Context: an optimization exercise on an open-source flow, tuned for small area. The choices shown serve that exercise and are no tape-out recipe.
Only simulation tests tie the RTL to the original design; equivalence was not proved.
No activity file was given, so power comes from the tool's default toggle rates.

==> flow/run.sh <==
#!/bin/bash
# Own layout flow:
#  1. the standard synthesis, unchanged;
#  2. an area re-mapping of its combinational logic by ABC: the flip-flops
#     and tie cells stay the same instances, names and cell types.  Two
#     chains of rounds are run from the standard netlist; in each round
#     every ABC script of the chain's list is applied to the current
#     netlist and the smallest result becomes the next round's input.  The
#     smallest netlist seen is used, and only if a formal equivalence check
#     against the standard netlist passes;
#  3. the standard layout, with the smallest buffer on the ports and a
#     clock tree of small clock buffers without dummy loads.
set -uo pipefail
R=orfs/results/sky130hd/pidmc/base
bash standard.sh synth > log_1_standard_synth.log 2>&1 || exit 1
cp $R/1_2_yosys.v std_synth.v
mkdir -p reopt
best_area=""
echo "re-mapping rounds" > reopt_status.txt

run_chain() {  # chain name, script list, number of rounds
  local chain=$1 list=$2 rounds=$3 round k S f a ra rb
  cp std_synth.v reopt/cur.v
  for round in $(seq 1 $rounds); do
    k=0
    while read -r S; do
      S=$(printf '%s' "$S" | sed 's/[&#\\]/\\&/g')
      sed -e "s#@SCRIPT@#$S#" -e "s#std_synth.v#reopt/cur.v#" \
          -e "s#reopt_after.txt#reopt/after_${chain}${round}_$k.txt#" \
          -e "s#reopt_before.txt#reopt/before_${chain}${round}_$k.txt#" \
          -e "s#reopt.v#reopt/net_${chain}${round}_$k.v#" flow/reopt.ys > reopt/r_${chain}${round}_$k.ys
      timeout 600 yosys -s reopt/r_${chain}${round}_$k.ys > reopt/log_yosys_${chain}${round}_$k.log 2>&1 &
      k=$((k+1))
      if (( k % 8 == 0 )); then wait; fi
    done < $list
    wait
    rb=""; ra=""
    for f in reopt/after_${chain}${round}_*.txt; do
      a=$(grep "Chip area" $f 2>/dev/null | awk '{print $NF}')
      [ -n "$a" ] || continue
      if [ -z "$ra" ] || awk "BEGIN{exit !($a < $ra)}"; then ra=$a; rb=${f#reopt/after_}; rb=${rb%.txt}; fi
    done
    [ -n "$rb" ] || break
    echo "chain $chain round $round: best $rb area $ra" >> reopt_status.txt
    cp reopt/net_$rb.v reopt/cur.v
    if [ -z "$best_area" ] || awk "BEGIN{exit !($ra < $best_area)}"; then
      best_area=$ra; cp reopt/net_$rb.v reopt.v
    fi
  done
}
run_chain a flow/abc_scripts_a.txt 12
run_chain b flow/abc_scripts_b.txt 12

echo "best area $best_area" >> reopt_status.txt
if [ -n "$best_area" ] && yosys -s flow/eq.ys > log_3_equiv_yosys.log 2>&1; then
  cp reopt.v $R/1_2_yosys.v
  echo "re-mapped netlist used" >> reopt_status.txt
else
  echo "re-mapping or equivalence failed; standard netlist used" >> reopt_status.txt
fi
rm -f $R/1_synth.odb $R/1_synth.sdc
export BUFFER_PORTS_ARGS="-buffer_cell sky130_fd_sc_hd__buf_1"
export CTS_ARGS="-sink_clustering_enable -repair_clock_nets -buf_list sky130_fd_sc_hd__clkbuf_4 -dont_use_dummy_load"
bash standard.sh finish > log_4_standard_layout.log 2>&1
==> flow/abc_scripts_a.txt <==
strash;dc2;dch,-f;amap;strash;dc2;dch,-f;amap;strash;dc2;dch,-f;amap
strash;dc2;dch,-f;amap;strash;dc2;dch,-f;amap;mfs;strash;dc2;dch,-f;amap
strash;dc2;dch,-f;amap;strash;dc2;dch,-f;amap;strash;dc2;dch,-f;amap;strash;dch,-f;map,-a;mfs;strash;dc2;dch,-f;amap
strash;dc2;dch,-f;amap;strash;dc2;dch,-f;amap;strash;dc2;dch,-f;amap;strash;dc2;dch,-f;amap;strash;dc2;dch,-f;amap;strash;dc2;dch,-f;amap
strash;dch,-f;map,-a;strash;dc2;dch,-f;amap;strash;dch,-f;map,-a;strash;dc2;dch,-f;amap
strash;dc2;dch,-f;amap,-A,8,-F,4;strash;dc2;dch,-f;amap;strash;dc2;dch,-f;amap
strash;dc2;dch,-f;amap;mfs;strash;dc2;dch,-f;amap;mfs;strash;dc2;dch,-f;amap;mfs;strash;dc2;dch,-f;amap
strash;ifraig;dc2;dch,-f;amap;strash;dc2;dch,-f;amap;strash;dc2;dch,-f;amap
strash;dc2;dch,-f;amap;strash;dc2;dch,-f;amap;strash;dc2;dch,-f;amap;mfs,-W,4,-M,5000;strash;dc2;dch,-f;amap
strash;dc2;resub,-K,8,-N,2;dc2;dch,-f;amap;strash;dc2;dch,-f;amap;strash;dc2;dch,-f;amap
strash;dc2;rewrite,-l;refactor,-l;balance,-l;rewrite,-l;dch,-f;amap;strash;dc2;dch,-f;amap;strash;dc2;dch,-f;amap
strash;dc2;dch,-f,-C,10000;amap,-A,20;strash;dc2;dch,-f;amap;strash;dc2;dch,-f;amap
strash;balance;rewrite;refactor;balance;rewrite;rewrite,-z;balance;refactor,-z;rewrite,-z;balance;dch,-f;amap;strash;dc2;dch,-f;amap
strash;dch,-f;amap;strash;dch,-f;amap;strash;dch,-f;amap;mfs;strash;dch,-f;amap
strash;dc2;dch,-f;map,-a;mfs;strash;dc2;dch,-f;amap;mfs;strash;dc2;dch,-f;amap
strash;fraig;dc2;dch,-f;amap;strash;dc2;dch,-f;amap;strash;dc2;dch,-f;amap;strash;dc2;dch,-f;amap
==> flow/abc_scripts_b.txt <==
strash;dc2;dch,-f;amap;strash;dc2;dch,-f;amap;strash;dc2;dch,-f;amap
strash;dc2;dch,-f;amap;strash;dc2;dch,-f;amap;mfs;strash;dc2;dch,-f;amap
strash;dc2;dch,-f;amap;strash;dc2;dch,-f;amap;strash;dc2;dch,-f;amap;strash;dch,-f;map,-a;mfs;strash;dc2;dch,-f;amap
strash;dc2;dch,-f;amap;strash;dc2;dch,-f;amap;strash;dc2;dch,-f;amap;strash;dc2;dch,-f;amap;strash;dc2;dch,-f;amap;strash;dc2;dch,-f;amap
strash;dch,-f;map,-a;strash;dc2;dch,-f;amap;strash;dch,-f;map,-a;strash;dc2;dch,-f;amap
strash;dc2;dch,-f;amap,-A,8,-F,4;strash;dc2;dch,-f;amap;strash;dc2;dch,-f;amap
strash;dc2;dch,-f;amap;mfs;strash;dc2;dch,-f;amap;mfs;strash;dc2;dch,-f;amap;mfs;strash;dc2;dch,-f;amap
strash;ifraig;dc2;dch,-f;amap;strash;dc2;dch,-f;amap;strash;dc2;dch,-f;amap
strash;dc2;dch,-f;amap;strash;dc2;dch,-f;amap;strash;dc2;dch,-f;amap;mfs,-W,4,-M,5000;strash;dc2;dch,-f;amap
strash;dc2;resub,-K,8,-N,2;dc2;dch,-f;amap;strash;dc2;dch,-f;amap;strash;dc2;dch,-f;amap
strash;dc2;rewrite,-l;refactor,-l;balance,-l;rewrite,-l;dch,-f;amap;strash;dc2;dch,-f;amap;strash;dc2;dch,-f;amap
strash;dc2;dch,-f,-C,10000;amap,-A,20;strash;dc2;dch,-f;amap;strash;dc2;dch,-f;amap
strash;balance;rewrite;refactor;balance;rewrite;rewrite,-z;balance;refactor,-z;rewrite,-z;balance;dch,-f;amap;strash;dc2;dch,-f;amap
strash;dch,-f;amap;strash;dch,-f;amap;strash;dch,-f;amap;mfs;strash;dch,-f;amap
strash;dc2;dch,-f;map,-a;mfs;strash;dc2;dch,-f;amap;mfs;strash;dc2;dch,-f;amap
strash;fraig;dc2;dch,-f;amap;strash;dc2;dch,-f;amap;strash;dc2;dch,-f;amap;strash;dc2;dch,-f;amap
strash;dc2;dch,-f;amap;strash;&get,-n;&st;&if,-a,-K,4;&mfs,-a;&st;&put;dch,-f;amap
&get,-n;&st;&dc2;&put;strash;dc2;dch,-f;amap;strash;dc2;dch,-f;amap
strash;drwsat;dc2;dch,-f;amap;strash;dc2;dch,-f;amap
strash;dc2;dch,-f;amap;mfs2;strash;dc2;dch,-f;amap
&get,-n;&st;&synch2;&if,-a,-K,6;&mfs;&st;&put;strash;dc2;dch,-f;amap;strash;dc2;dch,-f;amap
strash;dc2;dch,-f;map,-a;strash;dc2;dch,-f;map,-a;strash;dc2;dch,-f;amap
strash;dch,-f;amap,-m;strash;dc2;dch,-f;amap,-m;strash;dc2;dch,-f;amap
strash;dc2;dch,-f;amap;strash;resub,-K,10;dc2;dch,-f;amap
==> flow/eq.ys <==
# Formal check that the re-mapped netlist equals the standard synthesis.
read_liberty -ignore_miss_func /OpenROAD-flow-scripts/flow/platforms/sky130hd/lib/sky130_fd_sc_hd__tt_025C_1v80.lib
read_verilog std_synth.v
rename pidmc gold
read_verilog reopt.v
rename pidmc gate
flatten gold gate
opt_clean
async2sync
equiv_make gold gate eq
hierarchy -top eq
equiv_simple
equiv_induct
equiv_status -assert
==> flow/reopt.ys <==
# Area re-mapping of the standard synthesis netlist: the flip-flops and tie
# cells are kept as they are (same instances, names and cell types); only the
# combinational cells between them are re-optimised by ABC for area.
read_liberty -ignore_miss_func /OpenROAD-flow-scripts/flow/platforms/sky130hd/lib/sky130_fd_sc_hd__tt_025C_1v80.lib
read_verilog std_synth.v
hierarchy -top pidmc
setattr -mod -set blackbox 1 sky130_fd_sc_hd__df* sky130_fd_sc_hd__edf* sky130_fd_sc_hd__sdf* sky130_fd_sc_hd__dl* sky130_fd_sc_hd__conb*
flatten
opt_clean -purge
tee -o reopt_before.txt stat -liberty /OpenROAD-flow-scripts/flow/platforms/sky130hd/lib/sky130_fd_sc_hd__tt_025C_1v80.lib
abc -liberty /OpenROAD-flow-scripts/flow/platforms/sky130hd/lib/sky130_fd_sc_hd__tt_025C_1v80.lib -dont_use sky130_fd_sc_hd__probe_p_8 -dont_use sky130_fd_sc_hd__probec_p_8 -dont_use sky130_fd_sc_hd__lpflow_* -script +@SCRIPT@
setundef -zero
splitnets
opt_clean -purge
hilomap -singleton -hicell sky130_fd_sc_hd__conb_1 HI -locell sky130_fd_sc_hd__conb_1 LO
opt_clean -purge
check
tee -o reopt_after.txt stat -liberty /OpenROAD-flow-scripts/flow/platforms/sky130hd/lib/sky130_fd_sc_hd__tt_025C_1v80.lib
write_verilog -noattr -noexpr -nohex -nodec reopt.v
==> standard.sh <==
#!/bin/bash
# synth_recipe.tcl (not shown) runs the flow's synth.tcl, then flattens the netlist and writes it again
# the make line also repeats each setting of config.mk as NAME=value (left out here)
make -C /OpenROAD-flow-scripts/flow DESIGN_CONFIG=/design/flow/config.mk WORK_HOME=/design/flow/orfs CLKGATE_MAP_FILE= SYNTH_SCRIPT=/design/flow/synth_recipe.tcl "${@:-finish}"
==> config.mk <==
export PLATFORM = sky130hd
export DESIGN_NAME = pidmc
export DESIGN_NICKNAME = pidmc
export VERILOG_FILES = /design/flow/design.v
export SDC_FILE = /design/flow/constraint.sdc
export NUM_CORES = 4
export LEC_CHECK = 0
export CAP_MARGIN = 20
export CORE_MARGIN = 2
export CORE_UTILIZATION = 60
export SLEW_MARGIN = 20
==> constraint.sdc <==
create_clock -name core_clock -period 100.0 [get_ports {clk}]
set_input_delay 20.0000 -clock core_clock [delete_from_list [all_inputs] [get_ports {clk}]]
set_output_delay 20.0000 -clock core_clock [all_outputs]
set_load 0.01 [all_outputs]
==> design.v <==
module pidmc (
    input  wire        clk,
    input  wire        rst,         
    input  wire        start,
    input  wire        tick_fast,
    input  wire        tick_med,
    input  wire        tick_ctrl,
    input  wire        pulse,
    input  wire        ready,
    input  wire [15:0] adc,
    output wire [7:0]  duty,
    output wire        init_done,
    output wire        lcd_rs,
    output wire        lcd_rw,
    output wire        lcd_e,
    output wire [7:0]  lcd_d
);
    localparam [1:0] TS_IDLE = 2'd0, TS_SETUP = 2'd1, TS_EHI = 2'd2, TS_SETTLE = 2'd3;
    localparam [6:0] Q_TARGET = 7'd27, Q_PULSES = 7'd29, Q_CSEXIT = 7'd30,
                     Q_RETC = 7'd65, Q_DIVEND = 7'd99;
    localparam [2:0] S_SEL = 3'd0, S_HOME = 3'd1, S_HOMEW = 3'd2, S_LINE2 = 3'd3,
                     S_LINE2W = 3'd4, S_CHAR = 3'd5, S_CHARW = 3'd6, S_RETM = 3'd7;
    localparam [1:0] S_TICK = 2'd0, S_CMD = 2'd1, S_CMDW = 2'd3, S_RETF = 2'd2;
    function [6:0] template_char(input [4:0] i);
        template_char = {
            (i[0] & ~i[3]) | (~i[2] & ~i[3]) | (~i[1] & ~i[3]) | (~i[1] & ~i[2]),
            (i[1] & i[3]) | (~i[0] & i[1] & i[2]) | (i[2] & i[3]),
            (i[0] & i[1] & i[2]) | (~i[0] & ~i[2] & ~i[3] & ~i[4]) | (i[2] & i[3]) | (i[0] & i[2] & ~i[4]) | (i[1] & ~i[2] & ~i[3] & i[4]) | (~i[0] & ~i[1] & i[3]),
            (i[0] & ~i[1] & i[2] & i[4]) | (i[0] & ~i[1] & i[3]) | (~i[0] & i[1] & i[3]),
            (~i[0] & i[1] & i[3]) | (i[0] & ~i[1] & i[3]) | (~i[0] & i[1] & ~i[2] & i[4]) | (~i[0] & ~i[1] & ~i[3] & ~i[4]) | (i[0] & i[1] & ~i[2] & ~i[3]) | (i[0] & ~i[1] & i[2]),
            (i[0] & i[1] & i[2]) | (i[0] & ~i[1] & ~i[2] & ~i[3] & i[4]) | (i[1] & ~i[2] & ~i[3] & ~i[4]),
            (~i[0] & ~i[1] & i[2]) | (~i[0] & ~i[1] & ~i[3] & i[4]) | (i[0] & ~i[1] & ~i[2]) | (~i[0] & i[1] & i[3]) | (i[0] & ~i[2] & ~i[3])
        };
    endfunction
    function [5:0] inc6(input [5:0] v, input en);
        integer i;
        reg c;
        begin
            c = en;
            for (i = 0; i < 6; i = i + 1) begin
                inc6[i] = v[i] ^ c;
                c = c & v[i];
            end
        end
    endfunction
    function [3:0] dinc(input [3:0] d);
        dinc = {(d[3] & ~d[0]) | (d[2] & d[1] & d[0]), d[2] ^ (d[1] & d[0]),
                (d[1] ^ d[0]) & ~d[3], ~d[0]};
    endfunction
    function [7:0] step8(input [7:0] v, input dn, input en);
        integer i;
        reg c;
        begin
            c = en;
            for (i = 0; i < 8; i = i + 1) begin
                step8[i] = v[i] ^ c;
                c = c & (v[i] ^ dn);
            end
        end
    endfunction
    reg [7:0]  duty_r;
    reg        init_done_r;
    reg [1:0]  ts;
    reg [6:0]  tw;            
    reg [3:1]  pend;
    reg [3:2]  act;
    reg        bg_started;
    reg [6:0]  cq;
    reg [1:0]  ck;
    wire       act1   = |ck;
    wire       c_body = &ck;
    reg [2:0]  hpc_med;
    reg [1:0]  hpc_fast;
    reg [5:0]  cursor;        
    reg [5:0]  pa;
    reg [3:0]  pc3, pc2, pc1;
    reg        pc0;
    reg        thi;
    reg [3:0]  t3, t2, t1;
    reg        t0;
    reg [3:0]  m3, m2, m1;
    reg        m0;
    reg        c3;
    reg [3:0]  c2, c1, c0;
    reg [11:0] r;
    wire d7 = (tw == 7'h40);
    assign duty      = duty_r;
    assign init_done = init_done_r;
    assign lcd_rs    = init_done_r & ~d7 & (tw[6] | tw[5]);
    assign lcd_rw    = 1'b0;
    assign lcd_d     = {d7, tw};
    assign lcd_e     = (ts == TS_EHI);
    wire crit = act1 & c_body & ((cq == Q_PULSES) | (cq == Q_CSEXIT));
    wire ien  = bg_started & ~crit;
    wire disp_fast = ien & pend[3] & ~act[3];
    wire disp_med  = ien & pend[2] & ~act[3] & ~act[2] & ~disp_fast;
    wire disp_ctrl = ien & pend[1] & ~act[3] & ~act[2] & ~act1 & ~disp_fast & ~disp_med;
    wire disp      = disp_fast | disp_med | disp_ctrl;
    wire run_fast = ~disp & act[3];
    wire run_med  = ~disp & ~act[3] & act[2];
    wire run_ctrl = ~disp & ~act[3] & ~act[2] & act1;
    wire ts_idle  = (ts == TS_IDLE);
    wire        adc_hi = |adc[15:12];
    wire        adc_lo = ~|adc[15:10];
    wire [11:0] a_cl   = adc_hi ? 12'hFFF : adc_lo ? 12'h400 : adc[11:0];
    wire [11:0] rx   = {r[8:0], r[11:9]};     
    wire [11:0] ry   = {r[10:0], r[11]};      
    wire [11:0] ryn  = ~ry;
    wire [12:0] gk;
    assign gk[0] = 1'b1;
    genvar gi;
    generate for (gi = 0; gi < 12; gi = gi + 1) begin : g_cmp
        assign gk[gi+1] = (rx[gi] & ~ryn[gi]) | (~(rx[gi] ^ ryn[gi]) & gk[gi]);
    end endgenerate
    wire        r_c  = gk[12];
    wire [12:0] rk;
    wire [11:0] r_n;
    assign rk[0] = r_c;
    generate for (gi = 0; gi < 12; gi = gi + 1) begin : g_add
        assign r_n[gi]  = rx[gi] ^ ry[gi] ^ rk[gi];
        assign rk[gi+1] = (rx[gi] & ry[gi]) | (rk[gi] & (rx[gi] ^ ry[gi]));
    end endgenerate
    wire        rd_c1 = (r[9] & r[11]) | (r_c & (r[9] ^ r[11]));
    wire        rd_c2 = r[10] & rd_c1;
    wire [3:0]  r_d   = {r[11] & rd_c2, r[11] ^ rd_c2, r[10] ^ rd_c1, r[9] ^ r[11] ^ r_c};
    reg         r_up;
    always @(*) begin
        case (cq[1:0])
            2'd1:    r_up = (r_n >= 12'd4075);
            2'd2:    r_up = (r_n >= 12'd3891);
            default: r_up = r_n[11];
        endcase
    end
    wire [3:0]  r_dig = r_up ? dinc(r_d) : r_d;
    wire t3_0    = ~(t3[3] | t3[2] | t3[1] | t3[0]);
    wire t2_lt2  = ~(t2[3] | t2[2] | t2[1]);
    wire t2_2    = ~(t2[3] | t2[2] | t2[0]) & t2[1];
    wire t1_lt5  = ~(t1[3] | (t1[2] & (t1[1] | t1[0])));
    wire m_below = ~thi & t3_0 & (t2_lt2 | (t2_2 & t1_lt5));
    wire m_above = thi | t3[3] | t3[2] | t3[1] |
                   (t3[0] & (t2[3] | t2[2] | t2[1] | t2[0] | t1[3] | t1[2] | t1[1] | t1[0] | t0));
    reg [3:0] dig;
    always @(*) begin
        case ({cursor[4], cursor[1:0]})
            3'd0: dig = {3'd0, c3};
            3'd1: dig = c2;
            3'd2: dig = c1;
            3'd3: dig = c0;
            3'd4: dig = m3;
            3'd5: dig = m2;
            3'd6: dig = m1;
            default: dig = {1'b0, m0, 1'b0, m0};
        endcase
    end
    wire [6:0] tmpl    = template_char(cursor[4:0]);
    wire [6:0] fb_char = {tmpl[6:4], (cursor[3:2] == 2'b11) ? dig : tmpl[3:0]};
    wire [5:0] cursor_inc = inc6(cursor, 1'b1);
    function [6:0] sched_cmd_f(input [4:0] i);
        sched_cmd_f = {
            1'b0,
            (~i[3]),
            (~i[3]),
            (i[2]) | (~i[0]),
            (~i[0] & ~i[1] & i[2]) | (i[1] & i[3]),
            (i[1] & i[3]),
            (i[0] & ~i[1] & ~i[2])
        };
    endfunction
    function sched_hit_f(input [4:0] i);
        sched_hit_f = (i[2] & ~i[3] & i[4]) | (i[1] & i[3] & i[4]) | (~i[0] & ~i[2] & i[3] & i[4]) | (i[0] & i[1] & i[2] & i[3]);
    endfunction
    wire       sched_hit = sched_hit_f(cursor[4:0]);
    wire [6:0] sched_cmd = sched_cmd_f(cursor[4:0]);
    wire init_last = (cursor[4:0] == 5'd28);
    wire       cursor_clr = ~bg_started |
                            (run_med & (hpc_med == S_HOMEW) & ts_idle) |
                            (run_fast & (hpc_fast == S_CMDW) & ts_idle & init_last);
    wire       cursor_up  = (run_med & (hpc_med == S_CHARW) & ts_idle) |
                            (run_fast & (hpc_fast == S_TICK) & ~init_done_r);
    wire [5:0] cursor_next = cursor_clr ? 6'd0 : inc6(cursor, cursor_up);
    wire [6:0] word = !init_done_r ? sched_cmd :
                      cursor[5]    ? 7'h02 :
                      hpc_med[1]   ? 7'h40 : fb_char;
    wire init_done_set = run_fast && hpc_fast == S_CMDW && ts_idle && init_last;
    wire pulses_op     = run_ctrl && c_body && cq == Q_PULSES;
    wire count_pulse   = pulse && (init_done_r || init_done_set);
    function [6:0] inc7(input [6:0] v);
        integer i;
        reg c;
        begin
            c = 1'b1;
            for (i = 0; i < 7; i = i + 1) begin
                inc7[i] = v[i] ^ c;
                c = c & v[i];
            end
        end
    endfunction
    wire [6:0] cq_inc = inc7(cq);
    wire [6:0] cq_next = ~bg_started ? 7'd0 :
                         (run_ctrl & (ck == 2'd1)) ? ((cq == Q_DIVEND) ? Q_TARGET : cq_inc) :
                         (run_ctrl & (ck == 2'd3)) ? ((cq == Q_RETC) ? 7'd0 : cq_inc) : cq;
    wire       fmt    = c_body & (cq[6:5] == 2'b01);
    wire       pc_wrap = (pa == 6'h38) & (&pc3[2:0]) & (&pc2[2:1]) & (&pc1[2:0]) & pc0;
    wire       cy1 = pc0;
    wire       cy2 = cy1 & (pc1 == 4'd9);
    wire       cy3 = cy2 & (pc2 == 4'd9);
    wire       cy4 = cy3 & (pc3 == 4'd9);
    wire [3:1] ticks = {tick_fast, tick_med, tick_ctrl};
    wire       duty_en     = run_ctrl & c_body & (cq == 7'd64) & (m_below | m_above);
    wire [7:0] duty_next   = step8(duty_r, m_below, duty_en);
    wire [5:0] pa_inc      = {pa[4:0], ~(pa[5] ^ pa[4])};
    integer j;
    always @(posedge clk or posedge rst) begin
        if (rst) begin
            duty_r      <= 8'h80;
            init_done_r <= 1'b0;
            ts          <= TS_IDLE;
            tw          <= 7'd0;
            pend        <= 3'b000;
            act         <= 2'b00;
            ck          <= 2'd0;
            bg_started  <= 1'b0;
        end else begin
            duty_r <= duty_next;
            case (ts)
                TS_SETUP:  ts <= TS_EHI;
                TS_EHI:    ts <= TS_SETTLE;
                TS_SETTLE: if (ready) ts <= TS_IDLE;
                default:   ;
            endcase
            if (disp) begin
                if (disp_fast) act[3] <= 1'b1;
                if (disp_med)  act[2] <= 1'b1;
                if (disp_ctrl) ck <= 2'd1;
            end else if (run_ctrl) begin
                if (!c_body) begin
                    if (!ck[1]) begin
                        ck <= (cq == Q_DIVEND) ? 2'd3 : 2'd2;
                    end else begin
                        ck <= 2'd0;
                    end
                end else begin
                    if (cq == Q_RETC) ck <= 2'd0;
                end
            end else if (run_med) begin
                case (hpc_med)
                    S_HOME: begin
                        tw <= word;
                        ts <= TS_SETUP;
                    end
                    S_LINE2: begin
                        tw <= word;
                        ts <= TS_SETUP;
                    end
                    S_CHAR: begin
                        tw <= word;
                        ts <= TS_SETUP;
                    end
                    S_RETM: act[2] <= 1'b0;
                    default: ;
                endcase
            end else if (run_fast) begin
                case (hpc_fast)
                    S_CMD: begin
                        tw <= word;
                        ts <= TS_SETUP;
                    end
                    S_CMDW: if (ts_idle && init_last) begin
                        init_done_r <= 1'b1;
                    end
                    S_TICK: ;
                    default: act[3] <= 1'b0;
                endcase
            end
            if (start) bg_started <= 1'b1;
            for (j = 1; j <= 3; j = j + 1) begin
                if ((j == 3 && disp_fast) || (j == 2 && disp_med) || (j == 1 && disp_ctrl))
                    pend[j] <= ticks[j];
                else if (ticks[j])
                    pend[j] <= 1'b1;
            end
        end
    end
    always @(posedge clk) begin
        cursor <= cursor_next;
        cq     <= cq_next;
        if (!bg_started) begin
            m3 <= 4'd0;
            m2 <= 4'd0;
            m1 <= 4'd0;
            m0 <= 1'b0;
            c3 <= 1'b0;
            c2 <= 4'd0;
            c1 <= 4'd0;
            c0 <= 4'd0;
        end else if (run_ctrl && fmt) begin
            case (cq[4:0])
                5'd12: c3 <= (r >= 12'd4093);
                5'd13: c2 <= r_dig;
                5'd14: c1 <= r_dig;
                5'd15: c0 <= r_dig;
                5'd28: m3 <= t3;
                5'd29: m2 <= t2;
                5'd30: m1 <= t1;
                5'd31: m0 <= t0;
                default: ;
            endcase
        end
        if (pulses_op || !init_done_r) begin
            pa  <= 6'd0;
            pc3 <= 4'd0;
            pc2 <= 4'd0;
            pc1 <= 4'd0;
            pc0 <= count_pulse;
        end else if (count_pulse) begin
            if (pc_wrap) begin
                pa  <= 6'd0;
                pc3 <= 4'd0;
                pc2 <= 4'd0;
                pc1 <= 4'd0;
                pc0 <= 1'b0;
            end else begin
                pc0 <= ~pc0;
                if (cy1) pc1 <= dinc(pc1);
                if (cy2) pc2 <= dinc(pc2);
                if (cy3) pc3 <= dinc(pc3);
                if (cy4) pa  <= pa_inc;
            end
        end
        if (disp) begin
            if (disp_fast) hpc_fast <= S_TICK;
            if (disp_med)  hpc_med  <= S_SEL;
        end else if (run_ctrl) begin
            if (c_body) begin
                if (cq == Q_TARGET) r <= a_cl;
                if (fmt && cq[4:2] == 3'b011 && cq[1:0] != 2'd0) r <= r_n;
                if (cq == Q_PULSES) begin
                    thi <= (pa != 6'd0);
                    t3  <= pc3;
                    t2  <= pc2;
                    t1  <= pc1;
                    t0  <= pc0;
                end
            end
        end else if (run_med) begin
            case (hpc_med)
                S_SEL: begin
                    if (!init_done_r)         hpc_med <= S_RETM;
                    else if (cursor == 6'd32) hpc_med <= S_HOME;
                    else if (cursor == 6'd16) hpc_med <= S_LINE2;
                    else                      hpc_med <= S_CHAR;
                end
                S_HOME:   hpc_med <= S_HOMEW;
                S_HOMEW:  if (ts_idle) hpc_med <= S_RETM;
                S_LINE2:  hpc_med <= S_LINE2W;
                S_LINE2W: if (ts_idle) hpc_med <= S_CHAR;
                S_CHAR:   hpc_med <= S_CHARW;
                S_CHARW:  if (ts_idle) hpc_med <= S_RETM;
                default:  ;
            endcase
        end else if (run_fast) begin
            case (hpc_fast)
                S_TICK:  hpc_fast <= (!init_done_r && sched_hit) ? S_CMD : S_RETF;
                S_CMD:   hpc_fast <= S_CMDW;
                S_CMDW:  if (ts_idle) hpc_fast <= S_RETF;
                default: ;
            endcase
        end
    end
endmodule
==> summary.txt, run 1 <==
Timing
The slew at the pin with the worst max-slew slack is just over 0.8 ns. Setup repair after global routing left no endpoint under its margin. Dividing the final minimum period by the clock period gives 22.1%. Based on the critical path, the design can be clocked at up to about 0.045 GHz. Adding up every negative setup slack in the final design gives 0 ns. Headroom to the max-slew limit came out at approximately 45%. The routed design could run at a clock period as short as about 22 ns.

The final clock skew is ~0.052 ns. The max-slew violation count was 0. The final-report hold violation count is 0. The total of endpoints with negative setup slack in the final report is 0.

After layout, the worst setup slack is a little under 80 ns.

Power and ir drop
The sequential cell fraction of total power is around 52%. In this run the power density over the cells is roughly 19 mW/mm2. The part of the power in the clock network is 19.4%.

Combinational logic burns approximately 28% of the power. The static leakage power is 0.00211 uW. The switching part of the total is a little under two fifths. IR analysis of the VDD net gives a maximum drop of 0.0158 mV. The switching component of the power is between 40 and 50 uW. The internal power component is about 72 uW.

Global routing
The via count of the first global-routing pass is 4,994. The number of antenna violations at the first check in global routing was 0. The first-pass GRT wire length is between 20 and 25 mm. Global routing consumed, over all layers together, between 20% and 30% of the routing resources. For this run, global-route usage on met3 was measured as roughly 7%.

The pin count of the biggest net entering global routing is 31. For this run the aggregate overflow at the end of global routing stands at 0. The met2 global-route usage is 45.9%. Global routing used around two fifths of the available met1 tracks.

The most heavily used metal layer in global routing is met2.

Layout
The synthesis-to-layout area growth is 8.42%. The multi-input logic area is around 0.0026 mm2. The number of filler cells placed in the layout is between 800 and 900. The net count of the finished layout is 813. The post-route netlist has about 2.8% of its cells at a drive strength greater than 1.

0 antenna diodes ended up in the layout. The area occupied by registers is 0.00275 mm2.

Drt
The total via count in the routed design is between 5k and 6k. The average vias per placed instance is around 6.0. The detail route stage leaves a number of antenna-violating nets equal to 0. The number of iterations in the first detailed-routing pass is 5. In the final routed layout, each cell accounts on average for 15.3 um. In the routed design, unresolved DRC markers number 0.

The initial detailed-routing violation count is around 350. The routed wire length is around 14 mm.

Floorplan
The die covers between 0.01 and 0.015 mm2. The number of top-level design ports is 44. The floorplan step set the die width to 102 um. The standard-cell row count is 35. Once the floorplan was initialized, standard cells occupied approximately 62% of the core. The height of the die is ~100 um. The region available for standard cell placement spans between 0.009 and 0.01 mm2.

Clock tree
The clock slew seen by the registers of the worst setup and hold paths is approximately 0.12 ns. Gates resized during post-CTS repair numbered 0. The deepest clock path buffer count is 2. After clock tree synthesis, the flow added hold-fix buffers numbering 0. In this run the clock root is driven by a sky130_fd_sc_hd__clkbuf_4. Buffers inserted during clock tree synthesis total 17. TritonCTS built the clock tree. The total number of H-tree levels is 4. Once the clock tree was built, the setup fixing pass inserted 0 buffers. The clock latency at the later pin of the worst-skew pair is about 0.54 ns. The TritonCTS sink count is around 120.

Synthesis
The cell area that synthesis handed to floorplanning was ~0.0057 mm2. The number of instances in the synthesized netlist is 725. For this run, the number of Yosys warnings is 1. The synthesized net count is between 700 and 800.

The average instance in the mapped netlist occupies slightly below 8 um2.

Worst setup path
The kind of end point of the critical path is a register. The data arrival at the endpoint of the critical path is between 20 and 25 ns. For the worst setup path, the data required time is ~100 ns. The worst setup path is launched from an input pin.

The worst setup path is of the input pin to register kind. The largest fanout on the critical path is 7. The setup check on the worst reg-to-reg path leaves a slack of ~94 ns.

Hold path
The class of the tightest hold or removal check is register to register.

Place
The post-placement worst setup slack is between 70 and 80 ns. The final weighted congestion of routability-driven global placement is 0.929. The number of buffers added on ports is 42.

The final HPWL from detailed placement is around 11 mm.

Flow run
Max-cap violations in this run came to 0.

Outcome
The run finished with no timing, DRC or antenna violations.
area by class of cell:
class                   instances  share of cell area [%]
inverters                      86                    5.21
multi-input cells             524                    42.7
well taps                     129                    2.60
repair buffers                 45                    3.03
clock buffers                  17                    2.06
flip-flops and latches        115                    44.4
per-stage QoR:
step / area (um2) / power (uW) / hold WS [ns] / std cells / util, %
after floorplan: 5720 / 83.7 / 0.422 / 725 / -
after global placement: 6050 / 93.1 / 0.444 / 897 / 65.5
after detailed placement: 6060 / 93.6 / 0.442 / 898 / 65.6
after CTS: 6190 / 116 / 0.457 / 915 / 66.9
after global routing: 6200 / 123 / 0.466 / 916 / 67.1
final: 6200 / 116 / 0.460 / 916 / 67.1
path summary, 6_finish.rpt:
path	startpoint	endpoint	depth (start not counted)
min in group asynchronous	rst	duty_r[5]$_DFF_PP0_	2
worst max-delay path	pulse	pa[5]$_SDFFE_PP0P_	17
worst max register to register	r[9]$_DFFE_PP_	c2[2]$_SDFFE_PN0P_	33
worst min register to register	pc3[2]$_SDFFE_PP0P_	t3[2]$_DFFE_PP_	0
max in group asynchronous	rst	act[2]$_DFFE_PP0P_	3
worst min-delay path	pc3[2]$_SDFFE_PP0P_	t3[2]$_DFFE_PP_	0
critical path, cell delays in order:
cell and delay, ns:
sky130_fd_sc_hd__buf_1 0.09, sky130_fd_sc_hd__and3_1 0.17, sky130_fd_sc_hd__nand2_1 0.11, sky130_fd_sc_hd__nor2b_1 0.08, sky130_fd_sc_hd__nor2_1 0.13, sky130_fd_sc_hd__nand3_1 0.12
sky130_fd_sc_hd__clkinv_1 0.09, sky130_fd_sc_hd__nand2_1 0.09, sky130_fd_sc_hd__nor4_1 0.39, sky130_fd_sc_hd__clkinv_1 0.18, sky130_fd_sc_hd__nor2_1 0.23, sky130_fd_sc_hd__a21oi_1 0.13
sky130_fd_sc_hd__nand3_1 0.18, sky130_fd_sc_hd__clkinv_1 0.20, sky130_fd_sc_hd__nor2_1 0.21, sky130_fd_sc_hd__a22oi_1 0.11, sky130_fd_sc_hd__nor2_1 0.09
cell usage in the layout, fill, tap and decap left out, drive strengths merged, types with 15 or more instances in the layout:
master,count
nor2,178
dfrtp,25
edfxtp,32
clkbuf,17
a21oi,26
nand2,62
o22ai,35
a211oi,15
o21ai,60
buf,45
nor3,29
clkinv,86
dfxtp,57
metal layers:
metal | wire length (um) | vias to the layer above
met4 | 396 | 0
met5 | 0 | -
li1 | - | 2705
met3 | 881 | 43
met1 | 6280 | 2560
met2 | 6430 | 217
power by group through the flow:
stage | logic [uW] | registers (uW) | clock network [uW]
6_report | 32.9 | 60.8 | 22.5
5_1_grt | 37.2 | 61.6 | 24.5
2_1_floorplan | 23.7 | 60.0 | 0
3_3_place_gp | 31.6 | 61.5 | 0
3_5_place_dp | 32.0 | 61.5 | 0
4_1_cts | 32.3 | 60.5 | 22.8
registers in the layout (all words and copies together) (netlist names), 3 cells and up:
register	flops
c2	4
cq	7
pa	6
c0	4
m1	4
t1	4
hpc_med	3
r	12
t3	4
cursor	6
m2	4
c1	4
pc1	4
t2	4
duty_r	8
pend	3
m3	4
tw	7
pc2	4
pc3	4
==> inputs of run 2 (changes only) <==
--- a/design.v
+++ b/design.v
@@ -21,5 +21,5 @@
     localparam [2:0] S_SEL = 3'd0, S_HOME = 3'd1, S_HOMEW = 3'd2, S_LINE2 = 3'd3,
                      S_LINE2W = 3'd4, S_CHAR = 3'd5, S_CHARW = 3'd6, S_RETM = 3'd7;
-    localparam [1:0] S_TICK = 2'd0, S_CMD = 2'd1, S_CMDW = 2'd3, S_RETF = 2'd2;
+    localparam [1:0] S_TICK = 2'd0, S_CMD = 2'd1, S_CMDW = 2'd2, S_RETF = 2'd3;
     function [6:0] template_char(input [4:0] i);
         template_char = {
--- a/flow/run.sh
+++ b/flow/run.sh
@@ -4,5 +4,6 @@
 #  2. an area re-mapping of its combinational logic by ABC: the flip-flops
 #     and tie cells stay the same instances, names and cell types.  Two
-#     chains of rounds are run from the standard netlist; in each round
+#     chains of rounds are run from the standard netlist and a third from
+#     the best netlist of those two; in each round
 #     every ABC script of the chain's list is applied to the current
 #     netlist and the smallest result becomes the next round's input.  The
@@ -19,7 +20,7 @@
 echo "re-mapping rounds" > reopt_status.txt
 
-run_chain() {  # chain name, script list, number of rounds
-  local chain=$1 list=$2 rounds=$3 round k S f a ra rb
-  cp std_synth.v reopt/cur.v
+run_chain() {  # chain name, script list, number of rounds, start netlist
+  local chain=$1 list=$2 rounds=$3 start=$4 round k S f a ra rb
+  cp $start reopt/cur.v
   for round in $(seq 1 $rounds); do
     k=0
@@ -49,6 +50,8 @@
   done
 }
-run_chain a flow/abc_scripts_a.txt 12
-run_chain b flow/abc_scripts_b.txt 12
+run_chain a flow/abc_scripts_a.txt 12 std_synth.v
+run_chain b flow/abc_scripts_b.txt 12 std_synth.v
+cp reopt.v reopt_ab.v
+run_chain c flow/abc_scripts_b.txt 12 reopt_ab.v
 
 echo "best area $best_area" >> reopt_status.txt
==> run 2 against run 1 <==
  * Non-clock buffer count unchanged
  * Maximum frequency decreased by 0.45%
  * Wire length decreased by 1.2%
  * Still clean
  * Synthesized cell count decreased by 2.8%
==> summary.txt, run 2 <==
Place
The total placed cells including tap cells is around 860. The standard cell area after detailed placement is approximately 0.006 mm2. In this run the tool buffered the top-level ports with 42 buffer cells.

The HPWL after detailed placement is 10.4 mm. The final weighted congestion of routability-driven global placement is between 0.9 and 1.

Clock tree
The TritonCTS clock tree is built. The count of hold-fix buffers inserted at cts is 0. The TritonCTS sink count is 115. CTS placed an instance of sky130_fd_sc_hd__clkbuf_4 at the clock tree root. In this run, post-CTS repair resized a total of 0 instances. The clock reaches the later pin of the worst-skew pair after ~0.52 ns. After clock tree synthesis, the clock-pin slew on the worst setup and hold paths is approximately 0.10 ns.

The deepest clock path buffer count is 2. The number of clock buffers added by TritonCTS is 17. The number of setup buffers added after CTS is 0. The total number of H-tree levels is 4.

Timing
The routed design could run at a clock period as short as 22.23 ns. Headroom to the max-slew limit came out at between 20% and 30%. For the final routed database, the setup TNS stands at 0 ns. The final clock skew is approximately 0.037 ns.

The total of endpoints with negative setup slack in the final report is 0. Timing would allow up to between 0.04 and 0.05 GHz. The post-route clock period utilization is 22.2%. The max-slew violation count came to 0. The final-report hold violation count is 0. The slew at the pin with the worst max-slew slack is around 1.2 ns. Setup repair after global routing left no endpoint under its margin.

Global routing
Entering global routing, the biggest net connects 32 pins. The via count of the first global-routing pass was between 4k and 5k. The number of antenna violations at the first check in global routing was 0.

Summed over all layers, the global routing overflow is 0. The first-pass GRT wire length is 23.2 mm. Global routing used between 20 and 30% of the available tracks.

Layout
The net count of the finished layout is slightly below 800. The share of the core filled with cells in the final layout is approximately two thirds. After the flow finishes, the layout carries non-filler instances totaling just under 900.

The final non-filler cell area is about 0.006 mm2. Cells with a size suffix above 1 make up ~3.1% of the layout. The register containing the most flip-flops in the final layout is r. Counting the fill cells in the layout gives 784.

The commonest non-fill, non-tap cell in the layout is sky130_fd_sc_hd__nor2_1. In the layout the commonest cells are sky130_fd_sc_hd__nor2_1, sky130_fd_sc_hd__clkinv_1, sky130_fd_sc_hd__o21ai_0. 0 antenna diodes ended up in the layout. The number of flip-flops under the largest register name is 12. The largest registers in the layout are r x12, duty_r x8.

Compared with the post-synthesis result, the final layout area differs by 8.04%.

Drt
The pre-antenna-repair detailed-routing pass consisted of 5 iterations. For this block, the via count after detailed routing is about 5.3k. The initial detailed-routing violation count is ~370. The number of antenna-violating nets in the routed design is 0. After detailed routing, the average wire length per cell comes to 15.7 um. Dividing the detail-routed via count by the number of cells gives between 6 and 7.

For this block, the routed nets add up to around 14 mm of wire. The post-route DRC violation count is 0.

Power and ir drop
The power per standard cell area is between 15 and 20 mW/mm2. Summed over all cells, the static leakage comes to roughly 0.0022 uW. Across the VDD grid, the largest voltage drop is between 0.01 and 0.015 mV.

Flow run
The max-cap violation count is 0.

Worst setup path
The largest fanout on the critical path is 7. The critical path class is input pin to register. The worst flop-to-flop path startpoint is r[11]$_DFFE_PP_. For this design, the slowest cell found on the critical path is sky130_fd_sc_hd__nor4_1. In this run the critical register-to-register path is captured at c0[2]$_SDFFE_PN0P_. The critical path startpoint category is an input pin. In this design, the stage delay of the slowest critical-path cell is 0.44 ns. STA puts the critical path data required time at roughly 100 ns. The family with the most delay on the worst path is simple AND/OR/NAND/NOR gates.

The logic depth of the worst register-to-register path is 30. The data arrival at the endpoint of the critical path is roughly 23 ns. The worst register-to-register path has a setup slack of about 94 ns. The most frequent cell on the critical path is sky130_fd_sc_hd__nor2_1.

The signal on the critical path passes through buf_1 > and3_1 > nand2_1 > nor4_1 > and2_0 > and2_0 > nor2_1 > and3_1 > nand2_1 > nor2b_1 > nor2_1 > nand3_1 > clkinv_1 > nor2_1 > a311oi_1. The number of buffers and inverters on the critical path is 2. The kind of end point of the critical path is a register.

Hold path
For hold timing, the worst endpoint is m2[3]$_SDFFE_PN0P_. The worst hold path depth is 2. The start point of the worst hold path is m2[3]$_SDFFE_PN0P_. The min-delay analysis places its worst path in the category register to register.

Floorplan
Once the floorplan was initialized, standard cells occupied approximately 60% of the core. The die footprint is between 0.01 and 0.015 mm2. The standard-cell row count is 35. For this design the top-level I/O count stands at between 40 and 50. The height of the die is 101 um.

The die is around 100 um wide. The floorplan step defined a core boundary enclosing about 0.009 mm2.

Synthesis
The average footprint of a synthesized cell is 8.05 um2. For this run, the number of Yosys warnings is 1. The number of instances in the synthesized netlist is between 700 and 800. The synthesized netlist occupies a cell area of approximately 0.0057 mm2. When the netlist entered floorplanning its net count stood at 729.

Outcome
The flow ran to the end and the layout has no timing, DRC or antenna violations.
run 2: cell type report:
type / count / area, um2 / share of cell area (%)
Sequential cell: 115 / 2750 / 44.9
Inverter: 76 / 285 / 4.65
Multi-Input combinational cell: 514 / 2650 / 43.2
Timing Repair Buffer: 45 / 180 / 2.94
Tap cell: 111 / 139 / 2.26
Clock buffer: 17 / 128 / 2.08
run 2: worst max path at each step:
| stage | end | start | slack, ns | depth (start not counted) |
|---|---|---|---|---|
| 6_report | pa[0]$_SDFFE_PP0P_ | pulse | 77.77 | 15 |
| 5_1_grt | pa[0]$_SDFFE_PP0P_ | pulse | 77.51 | 15 |
| 4_1_cts | pa[0]$_SDFFE_PP0P_ | pulse | 77.82 | 15 |
| 3_5_place_dp | pa[0]$_SDFFE_PP0P_ | pulse | 77.25 | 15 |
| 3_3_place_gp | pa[0]$_SDFFE_PP0P_ | pulse | 77.50 | 15 |
| 2_1_floorplan | pa[3]$_SDFFE_PP0P_ | pulse | 77.79 | 13 |
run 2: power by group:
part	internal, uW	switching [uW]
Combinational	10.5	20.0
Clock	7.75	14.7
Sequential	53.5	7.52
Total	71.7	42.3
run 2: per-layer routing:
metal	vias up	global-route usage (%)	part of all wire (%)
li1	2682	-	-
met1	2460	39.2	46
met2	158	46.2	47
met3	17	6.07	5.8
met4	0	9.04	1.2
met5	-	0	0
run 2: through the flow:
stage | hold slack [ns] | total power (uW) | worst slack (ns)
after floorplan | 0.415 | 81.7 | 77.79
after global placement | 0.431 | 90.7 | 77.50
after detailed placement | 0.438 | 91.5 | 77.25
after CTS | 0.449 | 114 | 77.82
after global routing | 0.466 | 121 | 77.51
final | 0.444 | 114 | 77.77
run 2: worst min-delay path, delay by kind of cell, from the launching register on:
| family | cells | cell delay, ns |
|---|---|---|
| DFF | 1 | 0.31 |
| buffers and inverters | 1 | 0.05 |
| AOI/OAI and AO/OA | 1 | 0.05 |

==> afterwards: timing with drivers on the ports <==
Ports are ideal in the flow. The routed layouts listed here were re-timed in OpenROAD.
Step 1, drivers: a clkbuf_16 drives clk and a buf_2 each remaining input, both assumed.
Step 2 moves the port delays by t, midway between the first and last clock arrival at a register: inputs arrive t later, outputs are due t later. That takes back most of the time a late clock gives input paths.
Three values: ideal, step 1, step 2; two values: the first two.
| run | shift t [ns] | slack for setup (ns) | worst setup path at the end | worst register clock-pin slew, ns | pins driven straight from the clock port |
|---|---|---|---|---|---|
| run 1 | 0.546 | 77.866 / 77.880 / 77.334 | input to register | 0.13 / 0.13 | 1 |
| run 2 | 0.536 | 77.766 / 77.778 / 77.243 | input to register | 0.11 / 0.11 | 1 |
After both steps setup and hold are still met in every run listed. The setup slack of run 1, which loses most, moves by +0.014 ns with the drivers and by -0.532 ns with both steps.
